Background: an optimization exercise with open tools, aiming at small area, a short achievable clock period and few clock cycles. Do not read the settings as production practice.
Where RTL was checked, it was by simulation tests only, not by an equivalence proof against the original.
Power is estimated from default activity; no workload was simulated.

## tundra
## bsb_pcodec
module bsb_pcodec (
    input  wire        clk,
    input  wire        rst,
    input  wire        start,
    input  wire        op,         
    input  wire [2:0]  tag,
    input  wire [15:0] div,
    input  wire [7:0]  plen,
    input  wire [95:0] pay_in,
    input  wire [7:0]  v_flag,
    input  wire [31:0] v_int,
    input  wire [31:0] v_mnum,
    input  wire [31:0] v_mden,
    input  wire [15:0] v_year,
    input  wire [7:0]  v_mon,
    input  wire [7:0]  v_day,
    input  wire [7:0]  v_wday,
    input  wire [7:0]  v_hour,
    input  wire [7:0]  v_min,
    input  wire [7:0]  v_sec,
    input  wire [7:0]  v_trail,
    input  wire [1:0]  v_sn,
    input  wire        v_smark,
    input  wire [20:0] v_sh,
    input  wire [23:0] v_sm,
    input  wire [23:0] v_eh,
    input  wire [23:0] v_em,
    output wire        ready,
    output reg         done,
    output wire [7:0]  err,
    output wire [2:0]  o_tag,
    output wire [7:0]  o_flag,
    output wire [31:0] o_int,
    output wire [31:0] o_mnum,
    output wire [31:0] o_mden,
    output wire [15:0] o_year,
    output wire [7:0]  o_mon,
    output wire [7:0]  o_day,
    output wire [7:0]  o_wday,
    output wire [7:0]  o_hour,
    output wire [7:0]  o_min,
    output wire [7:0]  o_sec,
    output wire [7:0]  o_trail,
    output wire [1:0]  o_sn,
    output wire        o_smark,
    output wire [20:0] o_sh,
    output wire [23:0] o_sm,
    output wire [23:0] o_eh,
    output wire [23:0] o_em,
    output wire [95:0] o_pay,
    output wire [7:0]  o_plen
);
Size in the first run: ~170 flip-flops, roughly 790 I/O pins, roughly 26000 µm² of cells after synthesis.
Settings: LEC_CHECK=0, CAP_MARGIN=20, CORE_MARGIN=2, CORE_UTILIZATION=40, SLEW_MARGIN=20; clock period 10.0 ns.
standard.sh (not shown) runs the stock make flow with config.mk's settings and CLKGATE_MAP_FILE= SYNTH_SCRIPT=/design/flow/synth_recipe.tcl, a recipe that flattens the netlist after the stock synthesis.
==> flow/flow/run.sh <==
#!/bin/bash
# The standard layout with two changes to how it is made:
#  - the port buffers use the smallest buffer cell (sky130_fd_sc_hd__buf_1);
#  - timing repair aims 5.75 ns below the clock period (SETUP_SLACK_MARGIN).
set -euo pipefail
bash standard.sh "BUFFER_PORTS_ARGS=-buffer_cell sky130_fd_sc_hd__buf_1" \
    "SETUP_SLACK_MARGIN=5.75" finish > standard_flow.log 2>&1
tundra went all the way through the flow, and no timing, DRC or antenna check failed.
Testbench counts of tundra, summed over its fixed seeds: cycles 37,804.
What maple does differently from tundra at the input level:
==> flow/flow/run.sh <==
#!/bin/bash
# The standard layout with two changes to how it is made:
#  - the port buffers use the smallest buffer cell (sky130_fd_sc_hd__buf_1);
#  - timing repair aims 5.5 ns below the clock period (SETUP_SLACK_MARGIN).
set -euo pipefail
bash standard.sh "BUFFER_PORTS_ARGS=-buffer_cell sky130_fd_sc_hd__buf_1" \
    "SETUP_SLACK_MARGIN=5.5" finish > standard_flow.log 2>&1
diff --git a/flow/config.mk b/flow/config.mk
--- a/flow/config.mk
+++ b/flow/config.mk
@@ -8,4 +8,4 @@
 export CAP_MARGIN = 20
 export CORE_MARGIN = 2
-export CORE_UTILIZATION = 40
+export CORE_UTILIZATION = 45
 export SLEW_MARGIN = 20
## What came out
maple: all stages complete, timing, DRC and antenna checks passed. Diff tundra and maple: power spent charging and discharging nets higher in maple. Taking maple as 1.0, tundra lands at 1.12 on number of tapcells. Comparing tundra against maple, there is no change at all in count of input and output buffers. Taking tundra as 1.0, maple lands at 0.884 on fill cell total of the finished layout. Looking at tundra and maple, the placed cell area is a wash.
> inputs changed (maple -> violet)
diff --git a/flow/config.mk b/flow/config.mk
--- a/flow/config.mk
+++ b/flow/config.mk
@@ -8,4 +8,4 @@
 export CAP_MARGIN = 20
 export CORE_MARGIN = 2
-export CORE_UTILIZATION = 45
+export CORE_UTILIZATION = 40
 export SLEW_MARGIN = 20
Diff maple -> violet: overall power lost 2.4%, power in the clock group picked up an extra about 10%.
Compared to maple, violet has relative contribution of combinational cells to total power 1.7 points lower.
Going from maple to violet, the count of non-filler cells in the finished layout was found to have gone up by 78.
Sequential share of cell area across violet and maple: no real change.
Diff maple -> violet | weighted congestion reported at the end of routability-driven placement | increase of about 0.53%
Delta (violet minus maple): routed via count dropped 3.8%; slew at the pin closest to its max-slew limit climbed 0.13 ns; total global routing track utilization dropped 12 points; wire length dropped about 13%.
In violet relative to maple, height of the chip had gone up by a few percent.
The following lists how sierra was set up differently from violet:
==> flow/flow/run.sh <==
#!/bin/bash
# The standard layout, with the port buffers made of the smallest buffer cell
# (sky130_fd_sc_hd__buf_1) instead of the one buffer_ports picks by default.
set -euo pipefail
bash standard.sh "BUFFER_PORTS_ARGS=-buffer_cell sky130_fd_sc_hd__buf_1" finish > standard_flow.log 2>&1
diff --git a/flow/config.mk b/flow/config.mk
--- a/flow/config.mk
+++ b/flow/config.mk
@@ -9,3 +9,4 @@
 export CORE_MARGIN = 2
 export CORE_UTILIZATION = 40
+export SETUP_SLACK_MARGIN = 5
 export SLEW_MARGIN = 20
## What came out
- Power dissipated by switching net loads: sierra vs violet down 0.057 mW
- Compared with violet, in sierra number of cells on the critical path rose 1; number of gates resized after cts fell 53; die area about even; slew at the pin with the worst max-slew slack fell 0.31 ns; minimum setup slack in the final design fell 0.22 ns.
- Relative to violet, sierra improves power after layout.
- Looking at ratio of cells with drive above 1 in the final layout, sierra sits 4.1 points lower than violet does.
- In sierra relative to violet, summed area of non-filler cells in the final layout had gone down by a few percent.

* * *

bsb_pcodec, a different RTL version from the one above (not shown whole).
For scale: roughly 3200 cells after synthesis, ~160 flip-flops, ~26000 µm² of cells after synthesis.
Design bsb_pcodec, start of the top module:
module bsb_pcodec (
    input  wire        clk,
    input  wire        rst,
    input  wire        start,
    input  wire        op,         
    input  wire [2:0]  tag,
    input  wire [15:0] div,
    input  wire [7:0]  plen,
    input  wire [95:0] pay_in,
    input  wire [7:0]  v_flag,
    input  wire [31:0] v_int,
    input  wire [31:0] v_mnum,
    input  wire [31:0] v_mden,
    input  wire [15:0] v_year,
    input  wire [7:0]  v_mon,
    input  wire [7:0]  v_day,
    input  wire [7:0]  v_wday,
    input  wire [7:0]  v_hour,
    input  wire [7:0]  v_min,
    input  wire [7:0]  v_sec,
    input  wire [7:0]  v_trail,
    input  wire [1:0]  v_sn,
    input  wire        v_smark,
    input  wire [20:0] v_sh,
    input  wire [23:0] v_sm,
    input  wire [23:0] v_eh,
    input  wire [23:0] v_em,
    output wire        ready,
    output reg         done,
    output wire [7:0]  err,
    output wire [2:0]  o_tag,
    output wire [7:0]  o_flag,
    output wire [31:0] o_int,
    output wire [31:0] o_mnum,
    output wire [31:0] o_mden,
    output wire [15:0] o_year,
    output wire [7:0]  o_mon,
  ...
clock: 10.0 ns
lec_check: 0
cap_margin: 20
core_margin: 2
core_utilization: 40
slew_margin: 20
==> flow/flow/run.sh <==
#!/bin/bash
# The standard layout, with the port buffers made of the smallest buffer cell
# (sky130_fd_sc_hd__buf_1) instead of the one buffer_ports picks by default.
set -euo pipefail
bash standard.sh "BUFFER_PORTS_ARGS=-buffer_cell sky130_fd_sc_hd__buf_1" finish > standard_flow.log 2>&1
Testbench counts at the start, summed over its fixed seeds: cycles 36,206.
==> next run, changes <==
SETUP_SLACK_MARGIN = 5   (was unset)
Effect: The changed run ran to the end with no violations; setup slack gets better by 2200 ps; flip-flop and latch count stays the same; die area is unchanged.
==> next run, changes <==
==> flow/run.sh (new file) <==
#!/bin/bash
# synth_recipe.tcl (not shown) runs the flow's synth.tcl, then flattens the netlist and writes it again
# the make line also repeats each setting of config.mk as NAME=value (left out here)
make -C /OpenROAD-flow-scripts/flow DESIGN_CONFIG=/design/flow/config.mk WORK_HOME=/design/flow/orfs CLKGATE_MAP_FILE= SYNTH_SCRIPT=/design/flow/synth_recipe.tcl finish
SETUP_SLACK_MARGIN = unset   (was 5)
removed: flow/flow/run.sh
removed: flow/standard.sh
The new run completed with no timing, DRC or antenna violations.
Area after synthesis is unchanged.
Fmax goes down by 27%.
Power is lower by 17%.
Clock-buffer cell count does not change.
Setup slack got worse by 2000 ps.
Combinational power fell by 22%.
Design area went up by 1.7%.
Sequential power went up by about 8%.
Sequential cell count is unchanged.
Sequential share of layout area came out lower by 0.25 points.

* * *

Another version of the RTL of bsb_pcodec (not shown whole).
Size: roughly 3400 cells after synthesis, ~790 I/O pins, about 26000 um2 of cells after synthesis.
clock: 10.0 ns
lec_check: 0
cap_margin: 20
core_margin: 2
core_utilization: 40
slew_margin: 20
==> flow/flow/run.sh <==
#!/bin/bash
# The standard layout with two changes to how it is made:
#  - the port buffers use the smallest buffer cell (sky130_fd_sc_hd__buf_1);
#  - timing repair aims 6 ns below the clock period (SETUP_SLACK_MARGIN=6), so
#    that the achieved period is pushed well below the 10 ns target.
set -euo pipefail
bash standard.sh "BUFFER_PORTS_ARGS=-buffer_cell sky130_fd_sc_hd__buf_1" \
    "SETUP_SLACK_MARGIN=6" finish > standard_flow.log 2>&1
Testbench counts at the start, summed over its fixed seeds: cycles 40,045.
Change:
==> flow/flow/run.sh (replaced) <==
#!/bin/bash
# The standard layout, with the port buffers made of the smallest buffer cell
# (sky130_fd_sc_hd__buf_1) instead of the one buffer_ports picks by default.
set -euo pipefail
bash standard.sh "BUFFER_PORTS_ARGS=-buffer_cell sky130_fd_sc_hd__buf_1" finish > standard_flow.log 2>&1
Settings changed: SETUP_SLACK_MARGIN set to 5.
Result:
- hold slack is about the same
- routed wire length fell by 7.6%
- design area fell by 11%
- setup slack degrades by 250 ps
- power fell by about 12%
- final cell count fell by about 4.4%

* * *

== the reference run ==
bsb_pcodec, a different RTL version from the one above (not shown whole).
Size: about 3300 cells after synthesis, ~160 flip-flops, roughly 790 I/O pins, about 0.026 mm² of cells after synthesis.
export LEC_CHECK = 0
export CAP_MARGIN = 20
export CORE_MARGIN = 2
export CORE_UTILIZATION = 40
export SETUP_SLACK_MARGIN = 5
export SLEW_MARGIN = 20
create_clock -name core_clock -period 10.0 [get_ports {clk}]
==> flow/flow/run.sh <==
#!/bin/bash
# The standard layout, with the port buffers made of the smallest buffer cell
# (sky130_fd_sc_hd__buf_1) instead of the one buffer_ports picks by default.
set -euo pipefail
bash standard.sh "BUFFER_PORTS_ARGS=-buffer_cell sky130_fd_sc_hd__buf_1" finish > standard_flow.log 2>&1
Modified inputs, the trial run compared to the reference run
==> flow/flow/run.sh <==
#!/bin/bash
# The standard layout with two changes to how it is made:
#  - the port buffers use the smallest buffer cell (sky130_fd_sc_hd__buf_1);
#  - timing repair aims 6 ns below the clock period (SETUP_SLACK_MARGIN=6), so
#    that the achieved period is pushed well below the 10 ns target.
set -euo pipefail
bash standard.sh "BUFFER_PORTS_ARGS=-buffer_cell sky130_fd_sc_hd__buf_1" \
    "SETUP_SLACK_MARGIN=6" finish > standard_flow.log 2>&1
diff --git a/flow/config.mk b/flow/config.mk
--- a/flow/config.mk
+++ b/flow/config.mk
@@ -10,3 +10,2 @@
 export CORE_UTILIZATION = 40
-export SETUP_SLACK_MARGIN = 5
 export SLEW_MARGIN = 20
==> comparison <==
The trial run was carried through to the last stage, and its layout satisfied the timing, DRC and antenna checks.
[compare] base=the reference run new=the trial run: synthesis-to-layout area growth rose 8.2 points, critical path depth rose 5.
The trial run -> the reference run: number of placed cells counting well taps flat
When the trial run is set beside the reference run, its hold slack turns out to be 0.013 ns smaller.
Run comparison: the trial run capturing instance or port of the critical path u_fenc.x[23]; the reference run capturing instance or port of the critical path u_fenc.x[46]
Clock power delta (the reference run -> the trial run): insignificant
The trial run vs. the reference run: multi-input gate share of total cell area has decreased; number of inserted filler cells in the final layout lower; share of the cycle needed by the critical path after routing decreased by 0.62 points relative to the old numbers.
No functional check of the RTL was part of any run of this note.

* * *

Another version of the RTL of bsb_pcodec (not shown whole).
For scale: about 3400 cells after synthesis, ~170 flip-flops, about 26000 um^2 of cells after synthesis.
export LEC_CHECK = 0
export CAP_MARGIN = 20
export CORE_MARGIN = 2
export CORE_UTILIZATION = 60
export CTS_BUF_LIST = sky130_fd_sc_hd__clkbuf_4 sky130_fd_sc_hd__clkbuf_8
export SETUP_SLACK_MARGIN = 5
export SLEW_MARGIN = 20
create_clock -name core_clock -period 10.0 [get_ports {clk}]
==> flow/flow/run.sh <==
#!/bin/bash
# The standard layout, with the port buffers made of the smallest buffer cell
# (sky130_fd_sc_hd__buf_1) instead of the one buffer_ports picks by default.
set -euo pipefail
bash standard.sh "BUFFER_PORTS_ARGS=-buffer_cell sky130_fd_sc_hd__buf_1" finish > standard_flow.log 2>&1
The first run failed in I/O pin placement (3_2_place_iop).
Edit:
--- a/flow/config.mk
+++ b/flow/config.mk
@@ -10,2 +10 @@
-export CORE_UTILIZATION = 60
-export CTS_BUF_LIST = sky130_fd_sc_hd__clkbuf_4 sky130_fd_sc_hd__clkbuf_8
+export CORE_UTILIZATION = 40
=>
- The changed run passed the timing, DRC and antenna checks
- synthesized cell count stays the same
- area after synthesis stays the same
No run of this note included a check of the RTL's function; only the layout flow was run.

==> what the ideal ports hide <==
The results above use ideal ports. As a check the final layouts listed here were re-extracted and re-timed, cells and wires unchanged.
Step 1, drivers: a clkbuf_16 drives clk and a buf_2 each remaining input, both assumed.
Step 2 adds t to the input delays and takes it off the output delays; t is the mean of the earliest and latest rising clock arrival at the registers after step 1. Input paths then give back, and output paths get back, about the clock's delay inside the block.
a / b / c = ideal ports / drivers / drivers and shift; a / b = the first two.
| run | t, ns | slack for setup (ns) | hold slack, ns | latest minus earliest clock arrival (ns) |
|---|---|---|---|---|
| tundra | 0.578 | 5.276 / 5.256 / 4.678 | 0.585 / 0.585 / 0.585 | 0.015 / 0.014 |
| maple | 0.587 | 5.336 / 5.345 / 4.759 | 0.571 / 0.571 / 0.571 | 0.019 / 0.019 |
| violet | 0.571 | 5.269 / 5.236 / 4.665 | 0.577 / 0.577 / 0.577 | 0.018 / 0.017 |
| sierra | 0.591 | 5.053 / 5.053 / 4.516 | 0.564 / 0.564 / 0.564 | 0.029 / 0.028 |
| the first run of note 2 | 0.574 | 2.255 / 2.255 / 2.255 | 0.772 / 0.772 / 0.772 | 0.024 / 0.023 |
| the second run of note 2 | 0.579 | 4.464 / 4.464 / 4.234 | 0.753 / 0.753 / 0.753 | 0.023 / 0.023 |
| the third run of note 2 | 0.573 | 2.461 / 2.461 / 2.461 | 0.723 / 0.723 / 0.723 | 0.019 / 0.019 |
| the first run of note 3 | 0.579 | 5.387 / 5.405 / 4.826 | 0.527 / 0.527 / 0.527 | 0.020 / 0.021 |
| the second run of note 3 | 0.566 | 5.135 / 5.155 / 4.590 | 0.526 / 0.526 / 0.526 | 0.016 / 0.017 |
| the reference run | 0.574 | 5.060 / 5.060 / 4.548 | 0.747 / 0.748 / 0.748 | 0.017 / 0.016 |
| the trial run | 0.554 | 5.122 / 5.122 / 5.054 | 0.734 / 0.734 / 0.734 | 0.017 / 0.017 |
| the second run of note 5 | 0.581 | 5.094 / 5.133 / 4.562 | 0.542 / 0.542 / 0.542 | 0.022 / 0.021 |
After both steps every run listed still meets setup and hold. The setup slack of violet, which loses most, moves by -0.033 ns with the drivers and by -0.604 ns with both steps.
